Source: an optimization exercise on an open RTL-to-GDS flow (aim: small area, a short achievable clock period and few clock cycles per item). Production flows keep margins and buffers that such runs may drop.
In this exercise RTL edits were held to simulation tests only and were not proved equivalent to the original.
Power is estimated from default activity; no workload was simulated.

**config.mk**
```make
export PLATFORM = sky130hd
export DESIGN_NAME = pxsc
export DESIGN_NICKNAME = pxsc
export VERILOG_FILES = /design/flow/design.v
export SDC_FILE = /design/flow/constraint.sdc
export NUM_CORES = 4
export LEC_CHECK = 0
export CAP_MARGIN = 20
export CORE_MARGIN = 2
export CORE_UTILIZATION = 40
export CTS_BUF_LIST = sky130_fd_sc_hd__clkbuf_8
export CTS_CLUSTER_DIAMETER = 60
export CTS_CLUSTER_SIZE = 16
export SLEW_MARGIN = 20
```
**constraint.sdc**
```tcl
create_clock -name core_clock -period 33.0 [get_ports {clk}]
set_input_delay 6.6000 -clock core_clock [delete_from_list [all_inputs] [get_ports {clk}]]
set_output_delay 6.6000 -clock core_clock [all_outputs]
set_load 0.01 [all_outputs]
```
**design.v**
```verilog
module pxsc (
    input  wire        clk,
    input  wire        rst,           
    input  wire [5:0]  reg_addr,      
    input  wire        reg_wr,
    input  wire [31:0] reg_wdata,
    output reg  [31:0] reg_rdata,
    output wire        busy,
    output wire        src_valid,
    output wire [31:0] src_addr,
    input  wire        src_ready,
    input  wire        src_rvalid,
    input  wire [31:0] src_rdata,
    output wire        db_we,
    output wire [14:0] db_addr,
    output wire [15:0] db_wdata
);
    localparam A_CMD     = 6'h00;
    localparam A_STATUS  = 6'h01;
    localparam A_CFG     = 6'h02;
    localparam A_RMODE   = 6'h03;
    localparam A_PANEL_W = 6'h04;
    localparam A_PANEL_H = 6'h05;
    localparam A_BUFSIZE = 6'h06;
    localparam A_SRCBASE = 6'h08;
    localparam A_STRIDE  = 6'h09;
    localparam A_PIXIN0  = 6'h0C;
    localparam A_PIXOUT0 = 6'h10;
    function [15:0] convert(input [31:0] p);
        convert = {p[23:19], p[15:10], p[7:3]};
    endfunction
    function [15:0] swap16(input [15:0] v);
        swap16 = {v[7:0], v[15:8]};
    endfunction
    reg        cfg_variant;
    reg        cfg_scaled;
    reg        locked;
    reg        busy_r;
    reg        err_ill, err_busy, err_lock;
    reg [31:0] src_base, src_stride;
    reg [31:0] pix_in0, pix_in1, pix_in2, pix_in3;
    reg [15:0] pix_out0, pix_out1, pix_out2, pix_out3;
    reg [3:0]  po_ok, po_sw;
    assign busy = busy_r;
    wire       v = cfg_variant;       
    wire [1:0] rmode = v ? 2'd2 : {1'b0, cfg_scaled};
    wire [15:0] po0 = po_ok[0] ? (po_sw[0] ? swap16(pix_out0) : pix_out0) : 16'd0;
    wire [15:0] po1 = po_ok[1] ? (po_sw[1] ? swap16(pix_out1) : pix_out1) : 16'd0;
    wire [15:0] po2 = po_ok[2] ? (po_sw[2] ? swap16(pix_out2) : pix_out2) : 16'd0;
    wire [15:0] po3 = po_ok[3] ? (po_sw[3] ? swap16(pix_out3) : pix_out3) : 16'd0;
    always @(*) begin
        case (reg_addr)
            A_STATUS:    reg_rdata = {21'd0, err_lock, err_busy, err_ill, 6'd0, locked, busy_r};
            A_CFG:       reg_rdata = {30'd0, cfg_scaled, cfg_variant};
            A_RMODE:     reg_rdata = {30'd0, rmode};
            A_PANEL_W:   reg_rdata = v ? 32'd160 : 32'd184;
            A_PANEL_H:   reg_rdata = v ? 32'd80 : 32'd96;
            A_BUFSIZE:   reg_rdata = v ? 32'd12800 : 32'd17664;
            A_SRCBASE:   reg_rdata = src_base;
            A_STRIDE:    reg_rdata = src_stride;
            A_PIXIN0:    reg_rdata = pix_in0;
            A_PIXIN0+1:  reg_rdata = pix_in1;
            A_PIXIN0+2:  reg_rdata = pix_in2;
            A_PIXIN0+3:  reg_rdata = pix_in3;
            A_PIXOUT0:   reg_rdata = {16'd0, po0};
            A_PIXOUT0+1: reg_rdata = {16'd0, po1};
            A_PIXOUT0+2: reg_rdata = {16'd0, po2};
            A_PIXOUT0+3: reg_rdata = {16'd0, po3};
            default:     reg_rdata = 32'd0;
        endcase
    end
    wire cmd_wr   = reg_wr && (reg_addr == A_CMD);
    wire word_hi0 = (reg_wdata[31:8] == 24'd0);
    wire is_nop   = word_hi0 && (reg_wdata[7:0] == 8'h00);
    wire is_conv  = word_hi0 && (reg_wdata[7:2] == 6'b000100);
    wire is_scan  = word_hi0 && (reg_wdata[7:2] == 6'b001000);
    wire [1:0] scan_mode = (reg_wdata[1:0] == 2'd3) ? rmode : reg_wdata[1:0];
    wire accept   = cmd_wr && !busy_r && is_scan;
    wire conv_go  = cmd_wr && !busy_r && is_conv;
    wire conv4    = conv_go && reg_wdata[1];
    wire [31:0] wd = reg_wdata & {32{~rst}};
    wire        wsel = reg_wr | rst;
    always @(posedge clk) begin
        if (wsel && (rst || reg_addr == A_SRCBASE))  src_base   <= wd;
        if (wsel && (rst || reg_addr == A_STRIDE))   src_stride <= wd;
        if (wsel && (rst || reg_addr == A_PIXIN0))   pix_in0    <= wd;
        if (wsel && (rst || reg_addr == A_PIXIN0+1)) pix_in1    <= wd;
        if (wsel && (rst || reg_addr == A_PIXIN0+2)) pix_in2    <= wd;
        if (wsel && (rst || reg_addr == A_PIXIN0+3)) pix_in3    <= wd;
    end
    always @(posedge clk) begin
        if (conv_go) pix_out0 <= convert(pix_in0);
        if (conv4)   pix_out1 <= convert(pix_in1);
        if (conv4)   pix_out2 <= convert(pix_in2);
        if (conv4)   pix_out3 <= convert(pix_in3);
        if (rst) begin
            po_ok <= 4'd0;
        end else begin
            if (conv_go) begin
                po_ok[0] <= 1'b1;
                po_sw[0] <= reg_wdata[0];
            end
            if (conv4) begin
                po_ok[3:1] <= 3'b111;
                po_sw[3:1] <= {3{reg_wdata[0]}};
            end
        end
    end
    reg        m_scale, m_decim;      
    reg [15:0] sa_lo, sa_hi;          
    reg [31:0] l_stride;              
    reg        h_pend;                
    reg        h_row;                 
    reg        h_neg;                 
    reg        h_c;                   
    reg        r_pre;                 
    reg        r_run;                 
    reg        r_skip;                
    reg        r_dir;                 
    reg [7:0]  r_col;                 
    reg [6:0]  r_row;                 
    reg [4:0]  xr;                    
    reg [1:0]  yr;                    
    reg [14:0] w_idx;                 
    reg [7:0]  w_col;
    reg        w_dir;
    wire [7:0]  rw_m1  = m_decim ? 8'd119 : (v ? 8'd159 : 8'd183);
    wire [7:0]  pw     = v ? 8'd160 : 8'd184;
    wire [14:0] w_last = m_decim ? (v ? 15'd12660 : 15'd14568)
                                 : (v ? 15'd12640 : 15'd17480);
    wire [4:0] xr_nx = (xr == (v ? 5'd1 : 5'd22)) ? 5'd0 : xr + 5'd1;
    reg        xc;
    always @(*) begin
        if (v)
            xc = xr[0];
        else if (!r_dir)
            xc = (xr == 5'd3) | (xr == 5'd6) | (xr == 5'd9) | (xr == 5'd13) |
                 (xr == 5'd16) | (xr == 5'd19) | (xr == 5'd22);
        else
            xc = (xr == 5'd2) | (xr == 5'd5) | (xr == 5'd8) | (xr == 5'd12) |
                 (xr == 5'd15) | (xr == 5'd18) | (xr == 5'd22);
    end
    wire       step2 = m_decim | (m_scale & xc);
    wire       dy2   = m_decim | (m_scale & (v | (yr != 2'd0)));
    assign src_valid = r_run & !r_skip & !h_pend;
    assign src_addr  = {sa_hi, sa_lo};
    wire   fire      = src_valid & src_ready;
    wire   row_end   = (r_col == 8'd0);
    wire   jump      = r_pre ? (r_col != 8'd0) : (r_skip | row_end);
    wire   lo_go     = r_pre | r_skip | fire;
    reg [15:0] op;
    always @(*) begin
        if (jump)
            op = l_stride[15:0];
        else if (r_pre)
            op = v ? 16'd40 : 16'd28;
        else if (r_dir)
            op = step2 ? 16'hFFFE : 16'hFFFF;
        else
            op = step2 ? 16'd2 : 16'd1;
    end
    wire neg = !jump && !r_pre && r_dir;
    wire [15:0] lo_nx;
    wire [16:0] lc;
    assign lc[0] = 1'b0;
    genvar gi;
    generate for (gi = 0; gi < 16; gi = gi + 1) begin : lo_add
        assign lo_nx[gi] = sa_lo[gi] ^ op[gi] ^ lc[gi];
        assign lc[gi+1]  = (sa_lo[gi] & op[gi]) | (lc[gi] & (sa_lo[gi] ^ op[gi]));
    end endgenerate
    wire [15:0] hop = h_row ? l_stride[31:16] : {16{h_neg}};
    wire [15:0] hi_nx;
    wire [16:0] hc;
    assign hc[0] = h_c;
    generate for (gi = 0; gi < 16; gi = gi + 1) begin : hi_add
        assign hi_nx[gi] = sa_hi[gi] ^ hop[gi] ^ hc[gi];
        assign hc[gi+1]  = (sa_hi[gi] & hop[gi]) | (hc[gi] & (sa_hi[gi] ^ hop[gi]));
    end endgenerate
    wire hi_z   = (l_stride[31:16] == 16'd0);
    wire h_need = jump ? (lc[16] | !hi_z) : (r_pre ? lc[16] : (lc[16] ^ neg));
    assign db_we    = src_rvalid & busy_r;
    assign db_addr  = w_idx;
    assign db_wdata = m_decim ? swap16(convert(src_rdata)) : convert(src_rdata);
    wire   w_row_end = (w_col == 8'd0);
    wire [14:0] w_op = w_row_end ? {7'd0, pw} : (w_dir ? 15'h7FFF : 15'd1);
    wire [14:0] w_nx;
    wire [15:0] wc;
    assign wc[0] = 1'b0;
    generate for (gi = 0; gi < 15; gi = gi + 1) begin : w_add
        assign w_nx[gi] = w_idx[gi] ^ w_op[gi] ^ wc[gi];
        assign wc[gi+1] = (w_idx[gi] & w_op[gi]) | (wc[gi] & (w_idx[gi] ^ w_op[gi]));
    end endgenerate
    always @(posedge clk) begin
        if (rst) begin
            cfg_variant <= 1'b0;
            cfg_scaled  <= 1'b0;
            locked      <= 1'b0;
            busy_r      <= 1'b0;
            err_ill     <= 1'b0;
            err_busy    <= 1'b0;
            err_lock    <= 1'b0;
            r_pre       <= 1'b0;
            r_run       <= 1'b0;
            r_skip      <= 1'b0;
            h_pend      <= 1'b0;
        end else begin
            if (reg_wr) begin
                case (reg_addr)
                    A_CMD: begin
                        if (busy_r)
                            err_busy <= 1'b1;
                        else if (!is_nop && !is_conv && !is_scan)
                            err_ill <= 1'b1;
                    end
                    A_STATUS: begin
                        if (reg_wdata[8])  err_ill  <= 1'b0;
                        if (reg_wdata[9])  err_busy <= 1'b0;
                        if (reg_wdata[10]) err_lock <= 1'b0;
                    end
                    A_CFG: begin
                        if (locked) begin
                            err_lock <= 1'b1;
                        end else begin
                            cfg_variant <= reg_wdata[0];
                            cfg_scaled  <= reg_wdata[1];
                        end
                    end
                    default: ;
                endcase
            end
            if (accept) begin
                busy_r <= 1'b1;
                locked <= 1'b1;
                r_pre  <= (scan_mode == 2'd0);
                r_run  <= (scan_mode != 2'd0);
                r_skip <= 1'b0;
                h_pend <= 1'b0;
            end else begin
                if (r_pre) begin
                    if (r_col == 8'd0) begin
                        r_pre <= 1'b0;
                        r_run <= 1'b1;
                    end
                end else if (r_skip) begin
                    r_skip <= 1'b0;
                end else if (fire && row_end) begin
                    if (r_row == 7'd0)
                        r_run <= 1'b0;
                    r_skip <= dy2;
                end
                if (lo_go)
                    h_pend <= h_need;
                else
                    h_pend <= 1'b0;
            end
            if (db_we && w_idx == w_last)
                busy_r <= 1'b0;
        end
        if (accept) begin
            m_scale  <= (scan_mode == 2'd1);
            m_decim  <= (scan_mode == 2'd2);
            sa_lo    <= src_base[15:0];
            sa_hi    <= src_base[31:16];
            l_stride <= src_stride;
            r_dir    <= 1'b0;
            r_col    <= (scan_mode == 2'd0) ? (v ? 8'd40 : 8'd32)
                      : (scan_mode == 2'd2) ? 8'd119 : (v ? 8'd159 : 8'd183);
            r_row    <= (scan_mode == 2'd0 && !v) || (scan_mode == 2'd1 && !v) ? 7'd95 : 7'd79;
            xr       <= 5'd0;
            yr       <= 2'd0;
            w_idx    <= (scan_mode == 2'd2) ? (v ? 15'd20 : 15'd32) : 15'd0;
            w_col    <= (scan_mode == 2'd2) ? 8'd119 : (v ? 8'd159 : 8'd183);
            w_dir    <= 1'b0;
        end else begin
            if (h_pend)
                sa_hi <= hi_nx;
            if (lo_go) begin
                sa_lo <= lo_nx;
                h_row <= jump;
                h_neg <= neg;
                h_c   <= lc[16];
            end
            if (r_pre) begin
                r_col <= (r_col == 8'd0) ? rw_m1 : r_col - 8'd1;
            end else if (fire) begin
                if (row_end) begin
                    r_col <= rw_m1;
                    r_row <= r_row - 7'd1;
                    r_dir <= ~r_dir;
                    yr    <= (yr == 2'd0) ? 2'd2 : yr - 2'd1;
                    xr    <= 5'd0;
                end else begin
                    r_col <= r_col - 8'd1;
                    xr    <= xr_nx;
                end
            end
            if (db_we) begin
                w_idx <= w_nx;
                if (w_row_end) begin
                    w_col <= rw_m1;
                    w_dir <= ~w_dir;
                end else begin
                    w_col <= w_col - 8'd1;
                end
            end
        end
    end
endmodule
```
**flow/run.sh**
```bash
#!/bin/bash
# The standard layout (standard.sh, the standard flow's own ORFS run), with two changes
# to how it is made:
#  - ports are buffered with the smallest buffer (buf_1) instead of the one
#    buffer_ports picks by default (a slow delay cell); timing repair upsizes
#    the ones on critical paths;
#  - timing repair after CTS and global routing aims for a setup slack of
#    17.5 ns at the design's 33 ns clock, so that it works on the paths that
#    set the achieved period (the constraints themselves are unchanged).
# Make's full output goes to standard.log in the work folder; ORFS keeps each
# step's own log under orfs/logs/.
set -euo pipefail
bash standard.sh \
    "BUFFER_PORTS_ARGS=-buffer_cell sky130_fd_sc_hd__buf_1" \
    SETUP_SLACK_MARGIN=17.5 \
    MATCH_CELL_FOOTPRINT=0 \
    finish > standard.log 2>&1
```
**standard.sh**
```bash
#!/bin/bash
# synth_recipe.tcl (not shown) runs the flow's synth.tcl, then flattens the netlist and writes it again
# the make line also repeats each setting of config.mk as NAME=value (left out here)
make -C /OpenROAD-flow-scripts/flow DESIGN_CONFIG=/design/flow/config.mk WORK_HOME=/design/flow/orfs CLKGATE_MAP_FILE= SYNTH_SCRIPT=/design/flow/synth_recipe.tcl "${@:-finish}"
```
==> results of run 1 <==
## kinds of logic after synthesis
| group | Yosys count | share of synthesized area |
|---|---|---|
| muxes | 58 | 0.0354 |
| adders and majority gates | 56 | 0.0581 |
| xor gates and xnor gates | 22 | 0.0109 |
| AOI/OAI and AO/OA | 264 | 0.105 |
| DFF | 387 | 0.647 |
| buffers and inverters | 136 | 0.0303 |
| and+or+nand+nor | 397 | 0.113 |
## registers in the layout (all words and copies together), names as in the netlist, 16 cells and up
name	cells
l_stride	32
pix_in0	32
pix_in1	32
pix_in2	32
pix_in3	32
src_base	32
src_stride	32
pix_out0	16
pix_out1	16
pix_out2	16
pix_out3	16
sa_hi	16
sa_lo	16
## path summary, 6_finish.rpt
path	slack [ns]	cells after the start	startpoint	endpoint
max	17.55	9	reg_addr[5]	reg_rdata[14]
max reg2reg	22.84	32	r_col[0]	h_pend
min	0.45	0	pix_in2[10]	pix_out2[5]
min reg2reg	0.45	0	pix_in2[10]	pix_out2[5]
## power groups by stage
stage / Sequential, W / Combinational (W) / Clock [W]
3_3_place_gp: 0.000578 / 0.0000352 / 0
2_1_floorplan: 0.000575 / 0.0000180 / 0
3_5_place_dp: 0.000578 / 0.0000356 / 0
4_1_cts: 0.000567 / 0.0000361 / 0.000284
5_1_grt: 0.000569 / 0.0000390 / 0.000300
6_report: 0.000568 / 0.0000369 / 0.000280
## metrics by stage
| stage | hold slack (ns) | cells | instance area [um^2] | utilization |
|---|---|---|---|---|
| floorplan | 0.421 | 1320 | 17600 | - |
| global placement | 0.430 | 2014 | 18900 | 0.436 |
| detailed placement | 0.434 | 2014 | 18900 | 0.436 |
| CTS | 0.446 | 2073 | 19600 | 0.453 |
| global route | 0.460 | 2075 | 19700 | 0.455 |
| finish | 0.446 | 2075 | 19700 | 0.455 |
## cell usage after synthesis (7+ instances only)
cell,n,area share
sky130_fd_sc_hd__nand2_1,120,0.026
sky130_fd_sc_hd__a21o_1,10,0.0043
sky130_fd_sc_hd__fa_1,43,0.049
sky130_fd_sc_hd__edfxtp_1,365,0.62
sky130_fd_sc_hd__ha_1,13,0.0092
sky130_fd_sc_hd__nor2_1,81,0.017
sky130_fd_sc_hd__a22oi_1,79,0.034
sky130_fd_sc_hd__nand2b_1,10,0.0036
sky130_fd_sc_hd__nand4_1,8,0.0028
sky130_fd_sc_hd__a221oi_1,13,0.0065
sky130_fd_sc_hd__o2bb2ai_1,8,0.0040
sky130_fd_sc_hd__mux2i_1,24,0.014
sky130_fd_sc_hd__or3_1,7,0.0025
sky130_fd_sc_hd__clkbuf_1,66,0.014
sky130_fd_sc_hd__and3_1,8,0.0028
sky130_fd_sc_hd__xnor2_1,16,0.0080
sky130_fd_sc_hd__nand3_1,32,0.0091
sky130_fd_sc_hd__o21ai_0,22,0.0063
sky130_fd_sc_hd__dfxtp_1,22,0.025
sky130_fd_sc_hd__a22o_1,7,0.0035
sky130_fd_sc_hd__a21oi_1,68,0.019
sky130_fd_sc_hd__o2111ai_1,9,0.0045
sky130_fd_sc_hd__nor3_1,36,0.010
sky130_fd_sc_hd__nor2b_1,36,0.013
sky130_fd_sc_hd__mux2_2,34,0.022
sky130_fd_sc_hd__and2_1,16,0.0057
sky130_fd_sc_hd__inv_1,54,0.012
sky130_fd_sc_hd__nor4_1,15,0.0053
## area by class of cell
class	instances	area [um^2]	area share
sequential	387	11400	0.579
timing repair buffer	194	952	0.0484
tap	585	732	0.0372
clock buffer	36	495	0.0252
inverter	57	214	0.0109
multi-input combinational	797	5750	0.292
clock inverter	19	136	0.00693
## worst max-delay path, delay by kind of cell
kind,cells,cell delay [ns]
and+or+nand+nor,3,1.28
buffers and inverters,4,0.72
AOI/OAI and AO/OA,2,0.22
## what timing repair did
item	in CTS	in global routing
pin swaps	1	2
hold endpoints to repair	0	0
setup endpoints to repair	32	15
gates resized for setup	25	17
buffers inserted	4	1
gates cloned	0	1
## per-layer routing
layer  wire, um  global-route usage  vias up  part of all wire
li1           -                   -     5243                 -
met1      22100               0.313     6059              0.43
met2      23900               0.359      626              0.46
met5          0                   0        -                 0
met4       1240              0.0644        0             0.024
met3       4330              0.0382       86             0.084
==> results.py, run 1 <==
metrics = {
    "outcome": {
        "status": "timing/DRC/antenna clean",
    },
    "timing": {
        "post-route-period-util": 0.468,
        "fmaxAchievable_mhz": 64.7,
        "period_minus_slack_ns": 15.45,
        "drv_slew": 0,
        "setup_tns_ns": 0,
        "worst_pin_slew_ns": 1.03,
        "skew_ns": 0.0459,
        "report.final.setup_viol": 0,
        "setup_ws_ns": 17.55,
        "final_hold_violation_count": 0,
        "rsz0062_at_grt": "yes",
        "maxSlewHeadroom": 0.304,
    },
    "pwr": {
        "post-layout-total-power_w": 0.000885,
        "p_comb_frac": 0.042,
        "static-leakage-power_nw": 6.71,
        "irDropWorstVdd_uv": 35.5,
        "pwr_density_cell_nw_per_um2": 44.9,
        "clkPwrFrac": 0.317,
        "power.share.sequential": 0.642,
        "power_report.internal_total_w": 0.000674,
        "sw_frac_of_total": 0.238,
        "power.net_switching_w": 0.000210,
    },
    "run": {
        "maxCapViolCount": 0,
    },
    "cts": {
        "clock_sinks": 387,
        "clk-insertion-delay-late_ns": 0.60,
        "numCtsBuffers": 35,
        "clockBufferDepth": 3,
        "clock_tree.htree_level_count": 2,
        "clk_pin_slew_worst_paths_ns": 0.10,
        "cts_root_buf": "sky130_fd_sc_hd__clkbuf_8",
        "cts_hold_repair.buffers": 0,
        "cts_tree": "done",
    },
    "finish": {
        "mostFrequentLayoutCell": "sky130_fd_sc_hd__edfxtp_1",
        "num_antenna_cells": 0,
        "layout-drive-gt1-share": 0.107,
        "area_growth_pct": 11.8,
        "nNetsFinal": 1603,
        "fill_cells": 3934,
        "most-common-layout-cells": "sky130_fd_sc_hd__edfxtp_1 (365), sky130_fd_sc_hd__buf_1 (142), sky130_fd_sc_hd__nand2_1 (120)",
    },
    "global_route": {
        "globalRouteTotalUtil": 0.224,
        "grt_first_pass_wirelength_um": 74600,
        "gr-total-overflow": 0,
        "maximum_number_of_pins_on_one_net_before_global_route_repair": 53,
        "first_global_vias": 11701,
        "grt_antenna_before_repair": 0,
    },
    "detailed_routing": {
        "drt.antenna.violating_nets": 0,
        "route.vias.total": 12014,
        "drcViolationCount": 0,
        "post_drt_wl_per_cell_um": 24.9,
        "wl_um": 51600,
        "drt-vias-per-instance": 5.79,
        "first_pass_iters": 5,
        "detailedRoute.firstIterationViolations": 1451,
    },
    "critical_path": {
        "critical_path.startpoint_type": "primary input",
        "req_time_crit_path_ns": 26.40,
        "critical-path-top-cell-by-count": "sky130_fd_sc_hd__or4b_4",
        "timing_worst_setup_path_type": "primary input to output pin",
        "cp_cell_sequence": "buf_2, or4b_4, buf_12, or4b_4, buf_4, o2bb2ai_1, a221oi_1, nand4_1, clkbuf_2",
        "worstSetupEndpointType": "output pin",
        "cpPeakStageDelay_ns": 0.57,
        "arrival_time_of_data_at_the_critical_path_endpoint_ns": 8.85,
        "crit_path_top_delay_cell": "sky130_fd_sc_hd__or4b_4",
        "path_max_fanout": 16,
    },
    "die": {
        "io-pin-count": 173,
        "placeableCoreArea_um2": 43300,
        "fp.dieArea_um2": 45700,
        "std_cell_rows": 76,
        "die-width_um": 214,
        "die_height_um": 214,
        "start_util": 0.407,
    },
    "place": {
        "gp_congestion": 0.875,
        "place.port_buffers": 156,
        "dp_hpwl_um": 34000,
        "preCtsSetupSlack_ns": 16.90,
    },
    "hold_path": {
        "hp-class": "flop to flop",
    },
    "logic_synthesis": {
        "synthesis.nets": 1451,
        "yosys_most_used_dff": "sky130_fd_sc_hd__edfxtp_1",
        "netlist_area_um2": 17600,
        "post_synth_num_cell_types": 71,
        "ys_async_sr_fraction": 0,
        "avgSynthCellArea_um2": 13.3,
        "synth.yosys.seq_area_share": 0.647,
        "synth.yosys.warnings": 1,
        "synth_seq_cells": 387,
        "number_of_synthesized_flops_with_an_enable_pin": 365,
        "synth_cells": 1320,
    },
}
Testbench counts, summed over its fixed seeds: cycles 863,389, pixels 859,136.
==> inputs of run 2 (changes only) <==
--- a/design.v
+++ b/design.v
@@ -40,14 +40,14 @@
     reg [31:0] src_base, src_stride;
     reg [31:0] pix_in0, pix_in1, pix_in2, pix_in3;
     reg [15:0] pix_out0, pix_out1, pix_out2, pix_out3;
-    reg [3:0]  po_ok, po_sw;
+    reg [1:0]  po_ok, po_sw;          
     assign busy = busy_r;
     wire       v = cfg_variant;       
     wire [1:0] rmode = v ? 2'd2 : {1'b0, cfg_scaled};
     wire [15:0] po0 = po_ok[0] ? (po_sw[0] ? swap16(pix_out0) : pix_out0) : 16'd0;
     wire [15:0] po1 = po_ok[1] ? (po_sw[1] ? swap16(pix_out1) : pix_out1) : 16'd0;
-    wire [15:0] po2 = po_ok[2] ? (po_sw[2] ? swap16(pix_out2) : pix_out2) : 16'd0;
-    wire [15:0] po3 = po_ok[3] ? (po_sw[3] ? swap16(pix_out3) : pix_out3) : 16'd0;
+    wire [15:0] po2 = po_ok[1] ? (po_sw[1] ? swap16(pix_out2) : pix_out2) : 16'd0;
+    wire [15:0] po3 = po_ok[1] ? (po_sw[1] ? swap16(pix_out3) : pix_out3) : 16'd0;
     always @(*) begin
         case (reg_addr)
             A_STATUS:    reg_rdata = {21'd0, err_lock, err_busy, err_ill, 6'd0, locked, busy_r};
@@ -94,15 +94,15 @@
         if (conv4)   pix_out2 <= convert(pix_in2);
         if (conv4)   pix_out3 <= convert(pix_in3);
         if (rst) begin
-            po_ok <= 4'd0;
+            po_ok <= 2'd0;
         end else begin
             if (conv_go) begin
                 po_ok[0] <= 1'b1;
                 po_sw[0] <= reg_wdata[0];
             end
             if (conv4) begin
-                po_ok[3:1] <= 3'b111;
-                po_sw[3:1] <= {3{reg_wdata[0]}};
+                po_ok[1] <= 1'b1;
+                po_sw[1] <= reg_wdata[0];
             end
         end
     end
@@ -122,12 +122,11 @@
     reg [4:0]  xr;                    
     reg [1:0]  yr;                    
     reg [14:0] w_idx;                 
-    reg [7:0]  w_col;
     reg        w_dir;
+    reg [1:0]  n_out;
+    reg        t0, t1, t2;
     wire [7:0]  rw_m1  = m_decim ? 8'd119 : (v ? 8'd159 : 8'd183);
     wire [7:0]  pw     = v ? 8'd160 : 8'd184;
-    wire [14:0] w_last = m_decim ? (v ? 15'd12660 : 15'd14568)
-                                 : (v ? 15'd12640 : 15'd17480);
     wire [4:0] xr_nx = (xr == (v ? 5'd1 : 5'd22)) ? 5'd0 : xr + 5'd1;
     reg        xc;
     always @(*) begin
@@ -142,7 +141,7 @@
     end
     wire       step2 = m_decim | (m_scale & xc);
     wire       dy2   = m_decim | (m_scale & (v | (yr != 2'd0)));
-    assign src_valid = r_run & !r_skip & !h_pend;
+    assign src_valid = r_run & !r_skip & !h_pend & (n_out != 2'd3);
     assign src_addr  = {sa_hi, sa_lo};
     wire   fire      = src_valid & src_ready;
     wire   row_end   = (r_col == 8'd0);
@@ -181,8 +180,9 @@
     assign db_we    = src_rvalid & busy_r;
     assign db_addr  = w_idx;
     assign db_wdata = m_decim ? swap16(convert(src_rdata)) : convert(src_rdata);
-    wire   w_row_end = (w_col == 8'd0);
+    wire   w_row_end = t0;
     wire [14:0] w_op = w_row_end ? {7'd0, pw} : (w_dir ? 15'h7FFF : 15'd1);
+    wire [1:0]  t_at = db_we ? n_out - 2'd1 : n_out;    
     wire [14:0] w_nx;
     wire [15:0] wc;
     assign wc[0] = 1'b0;
@@ -203,7 +203,12 @@
             r_run       <= 1'b0;
             r_skip      <= 1'b0;
             h_pend      <= 1'b0;
+            n_out       <= 2'd0;
         end else begin
+            if (fire && !db_we)
+                n_out <= n_out + 2'd1;
+            else if (db_we && !fire)
+                n_out <= n_out - 2'd1;
             if (reg_wr) begin
                 case (reg_addr)
                     A_CMD: begin
@@ -253,7 +258,7 @@
                 else
                     h_pend <= 1'b0;
             end
-            if (db_we && w_idx == w_last)
+            if (db_we && !fire && n_out == 2'd1 && !r_run && !r_pre)
                 busy_r <= 1'b0;
         end
         if (accept) begin
@@ -269,17 +274,15 @@
             xr       <= 5'd0;
             yr       <= 2'd0;
             w_idx    <= (scan_mode == 2'd2) ? (v ? 15'd20 : 15'd32) : 15'd0;
-            w_col    <= (scan_mode == 2'd2) ? 8'd119 : (v ? 8'd159 : 8'd183);
             w_dir    <= 1'b0;
         end else begin
             if (h_pend)
                 sa_hi <= hi_nx;
-            if (lo_go) begin
+            if (lo_go)
                 sa_lo <= lo_nx;
-                h_row <= jump;
-                h_neg <= neg;
-                h_c   <= lc[16];
-            end
+            h_row <= jump;
+            h_neg <= neg;
+            h_c   <= lc[16];
             if (r_pre) begin
                 r_col <= (r_col == 8'd0) ? rw_m1 : r_col - 8'd1;
             end else if (fire) begin
@@ -296,13 +299,12 @@
             end
             if (db_we) begin
                 w_idx <= w_nx;
-                if (w_row_end) begin
-                    w_col <= rw_m1;
+                if (w_row_end)
                     w_dir <= ~w_dir;
-                end else begin
-                    w_col <= w_col - 8'd1;
-                end
             end
+            t0 <= (fire && t_at == 2'd0) ? row_end : (db_we ? t1 : t0);
+            t1 <= (fire && t_at == 2'd1) ? row_end : (db_we ? t2 : t1);
+            t2 <= (fire && t_at == 2'd2) ? row_end : t2;
         end
     end
 endmodule
==> run 2 against run 1 <==
  * Still clean on timing, DRC and antenna
  * Utilization rose by 0.27 points
  * Clock power about the same
  * Largest cell class unchanged
  * Sequential power hardly changed
  * Non-clock buffer count rose by 10
  * Critical path type unchanged
  * Via count decreased by 1.9%
==> results.py, run 2 <==
metrics = {
    "critical_path": {
        "cpPeakStageDelay_ns": 0.68,
        "critical_path.startpoint": "reg_addr[1]",
        "regToRegStartpoint": "r_col[0]",
        "worst_r2r_path_depth": 25,
        "timing_worst_setup_path_type": "primary input to output pin",
        "cp_cell_sequence": "buf_1, buf_6, or4b_2, nor2_4, buf_4, a22oi_1, o2111ai_1, buf_1",
        "worstSetupEndpointType": "output pin",
        "crit_path_top_delay_cell": "sky130_fd_sc_hd__or4b_2",
        "req_time_crit_path_ns": 26.40,
        "setup.reg_to_reg.worst_slack_ns": 23.79,
        "critPathTopFamily": "buffers and inverters",
        "path_max_fanout": 25,
        "arrival_time_of_data_at_the_critical_path_endpoint_ns": 8.82,
        "critical_path.startpoint_type": "primary input",
        "crit-reg2reg-capture": "sa_lo[15]",
        "critical-path-top-cell-by-count": "sky130_fd_sc_hd__buf_1",
        "timing.critical_path.buf_inv": 4,
    },
    "timing": {
        "worst_pin_slew_ns": 0.989,
        "drv_slew": 0,
        "fmaxAchievable_mhz": 64.9,
        "final_hold_violation_count": 0,
        "setup_tns_ns": 0,
        "period_minus_slack_ns": 15.42,
        "rsz0062_at_grt": "yes",
        "post-route-period-util": 0.467,
        "skew_ns": 0.0472,
        "maxSlewHeadroom": 0.341,
        "report.final.setup_viol": 0,
        "setup_ws_ns": 17.58,
    },
    "logic_synthesis": {
        "ys_async_sr_fraction": 0,
        "post_synth_num_cell_types": 66,
        "synth.area.top_cells": "sky130_fd_sc_hd__edfxtp_1 (62%), sky130_fd_sc_hd__fa_1 (4.9%), sky130_fd_sc_hd__dfxtp_1 (2.8%), sky130_fd_sc_hd__a222oi_1 (2.6%), sky130_fd_sc_hd__mux2_2 (2.5%)",
        "yosys_most_used_dff": "sky130_fd_sc_hd__edfxtp_1",
        "synth.yosys.seq_area_share": 0.648,
        "netlist_area_um2": 17400,
        "synth_top_area_frac": 0.621,
        "avgSynthCellArea_um2": 13.8,
        "yosys.area.top_type": "sky130_fd_sc_hd__edfxtp_1",
        "number_of_synthesized_flops_with_an_enable_pin": 360,
        "synth_seq_cells": 384,
        "synth_cells": 1265,
        "yosys-top-cells-count": "sky130_fd_sc_hd__edfxtp_1 (360), sky130_fd_sc_hd__nand2_1 (96), sky130_fd_sc_hd__nor2_1 (84), sky130_fd_sc_hd__a21oi_1 (62), sky130_fd_sc_hd__inv_1 (62)",
        "synth.yosys.warnings": 1,
        "synthesis.nets": 1399,
        "yosysMostFrequentCell": "sky130_fd_sc_hd__edfxtp_1",
    },
    "detailed_routing": {
        "drcViolationCount": 0,
        "first_pass_iters": 7,
        "drt.antenna.violating_nets": 0,
        "route.vias.total": 11784,
        "wl_um": 50100,
        "detailedRoute.firstIterationViolations": 1599,
        "post_drt_wl_per_cell_um": 24.6,
        "drt-vias-per-instance": 5.77,
    },
    "finish": {
        "final_util": 0.458,
        "most-common-layout-cells": "sky130_fd_sc_hd__edfxtp_1 (360), sky130_fd_sc_hd__buf_1 (145), sky130_fd_sc_hd__nand2_1 (96)",
        "final-seq-area_um2": 11300,
        "fill_cells": 3948,
        "area_taken_by_multi_input_logic_gates_um2": 5670,
        "mostFrequentLayoutCell": "sky130_fd_sc_hd__edfxtp_1",
        "layout-drive-gt1-share": 0.125,
        "nNetsFinal": 1566,
        "area_growth_pct": 12.9,
    },
    "cts": {
        "cts_tree": "done",
        "cts_root_buf": "sky130_fd_sc_hd__clkbuf_8",
        "numCtsBuffers": 34,
        "clock_tree.htree_level_count": 2,
        "clockBufferDepth": 3,
        "clk_pin_slew_worst_paths_ns": 0.10,
        "clk-insertion-delay-late_ns": 0.59,
        "clock_sinks": 384,
        "cts_hold_repair.buffers": 0,
    },
    "die": {
        "io-pin-count": 173,
        "fp.dieArea_um2": 45200,
        "std_cell_rows": 76,
        "start_util": 0.405,
        "placeableCoreArea_um2": 43000,
        "die_height_um": 213,
        "die-width_um": 213,
    },
    "global_route": {
        "grt_first_pass_wirelength_um": 72900,
        "gr-total-overflow": 0,
        "maximum_number_of_pins_on_one_net_before_global_route_repair": 61,
        "first_global_vias": 11367,
        "globalRouteTotalUtil": 0.221,
        "grt_antenna_before_repair": 2,
    },
    "run": {
        "maxCapViolCount": 0,
    },
    "pwr": {
        "pwr_density_cell_nw_per_um2": 45.1,
        "post-layout-total-power_w": 0.000887,
        "irDropWorstVdd_uv": 26.1,
        "static-leakage-power_nw": 6.86,
    },
    "hold_path": {
        "hold_start": "pix_in1[11]",
        "holdPathStages": 0,
        "hp-class": "flop to flop",
        "holdPathEnd": "pix_out1[6]",
    },
    "place": {
        "gp_congestion": 0.907,
        "preCtsSetupSlack_ns": 16.96,
        "dp_hpwl_um": 33100,
        "place.port_buffers": 156,
    },
    "outcome": {
        "status": "timing/DRC/antenna clean",
    },
}
## run 2: cell count changes after synthesis, moves of 9 or more
| cell | before | now |
|---|---|---|
| sky130_fd_sc_hd__nand3_1 | 32 | 12 |
| sky130_fd_sc_hd__o21ai_0 | 22 | 32 |
| sky130_fd_sc_hd__a22oi_1 | 79 | 31 |
| sky130_fd_sc_hd__nand2_1 | 120 | 96 |
| sky130_fd_sc_hd__mux2_1 | 0 | 9 |
| sky130_fd_sc_hd__buf_2 | 5 | 16 |
| sky130_fd_sc_hd__a222oi_1 | 5 | 45 |
| sky130_fd_sc_hd__clkbuf_1 | 66 | 50 |
## run 2: worst max path at each step
stage | end | slack, ns | depth (start not counted)
after floorplan | reg_rdata[6] | 18.02 | 9
after global placement | reg_rdata[2] | 16.96 | 8
after detailed placement | reg_rdata[2] | 16.96 | 8
after CTS | reg_rdata[2] | 17.48 | 8
after global routing | reg_rdata[2] | 17.49 | 8
final | reg_rdata[2] | 17.58 | 8
## run 2: cell type report
cell class / instances / share of cell area
diodes: 1 / 0.000127
clock buffers: 36 / 0.0252
clock inverters: 24 / 0.00840
flip-flops and latches: 384 / 0.574
well taps: 585 / 0.0372
repair buffers: 204 / 0.0548
inverters: 63 / 0.0120
multi-input cells: 745 / 0.288
## run 2: metrics by stage
step                      instances  hold slack [ns]  instance area [um^2]
after floorplan                1265            0.420                 17400
after detailed placement       1956            0.433                 18600
after CTS                      2034            0.448                 19600
final                          2042            0.450                 19700
after global routing           2041            0.456                 19700
after global placement         1956            0.428                 18600
## run 2: cell families (layout without fill, tap and decap cells)
family / after synthesis / in the layout / share of synthesized area
buf+inv: 137 / 327 / 0.0324
simple gates: 349 / 350 / 0.101
fa+ha+maj: 59 / 59 / 0.0609
mux: 78 / 78 / 0.0506
compound gates: 242 / 242 / 0.0992
xor+xnor: 16 / 16 / 0.00805
flops: 384 / 384 / 0.648
other cells: 0 / 1 / 0
## run 2: layer usage
metal  GRT usage  up-vias  wire [um]
li1            -     5171          -
met1       0.318     5871      21000
met2       0.336      640      22300
met3      0.0494      100       5480
met4      0.0653        2       1370
met5           0        -         17
## run 2: repair_timing
action	in CTS	in global routing
gates resized for setup	29	12
cloned	2	0
endpoints found under the setup margin	32	30
setup buffers	16	7
pin swaps	8	2
## run 2: power by group
part / internal (W) / switching (W)
logic: 0.0000115 / 0.0000288
clock network: 0.000114 / 0.000169
registers: 0.000554 / 0.0000109
Testbench counts of run 2, summed over its fixed seeds: cycles 863,389, pixels 859,136.

-- afterwards: timing with drivers on the ports --
The results above use ideal ports. As a check the final layouts listed here were re-extracted and re-timed, cells and wires unchanged.
Step 1 sets driving cells, clkbuf_16 on the clock port and buf_2 on the other inputs (assumed; they add their load-dependent delay and slew).
Step 2 moves the port delays by t, midway between the first and last clock arrival at a register: inputs arrive t later, outputs are due t later. That takes back most of the time a late clock gives input paths.
Three values: no drivers, after step 1, after step 2; two values: the first two.
run	t (ns)	setup slack, ns	worst setup path after step 2	worst slew at a driven data input, ns	pins driven straight from the clock port
run 1	0.622	17.548 / 17.524 / 17.524	input to output	0.09	1
run 2	0.619	17.581 / 17.548 / 17.548	input to output	0.08	1
After both steps setup and hold are still met in every run listed. The setup slack of run 2, which loses most, moves by -0.033 ns with the drivers and by -0.033 ns with both steps.
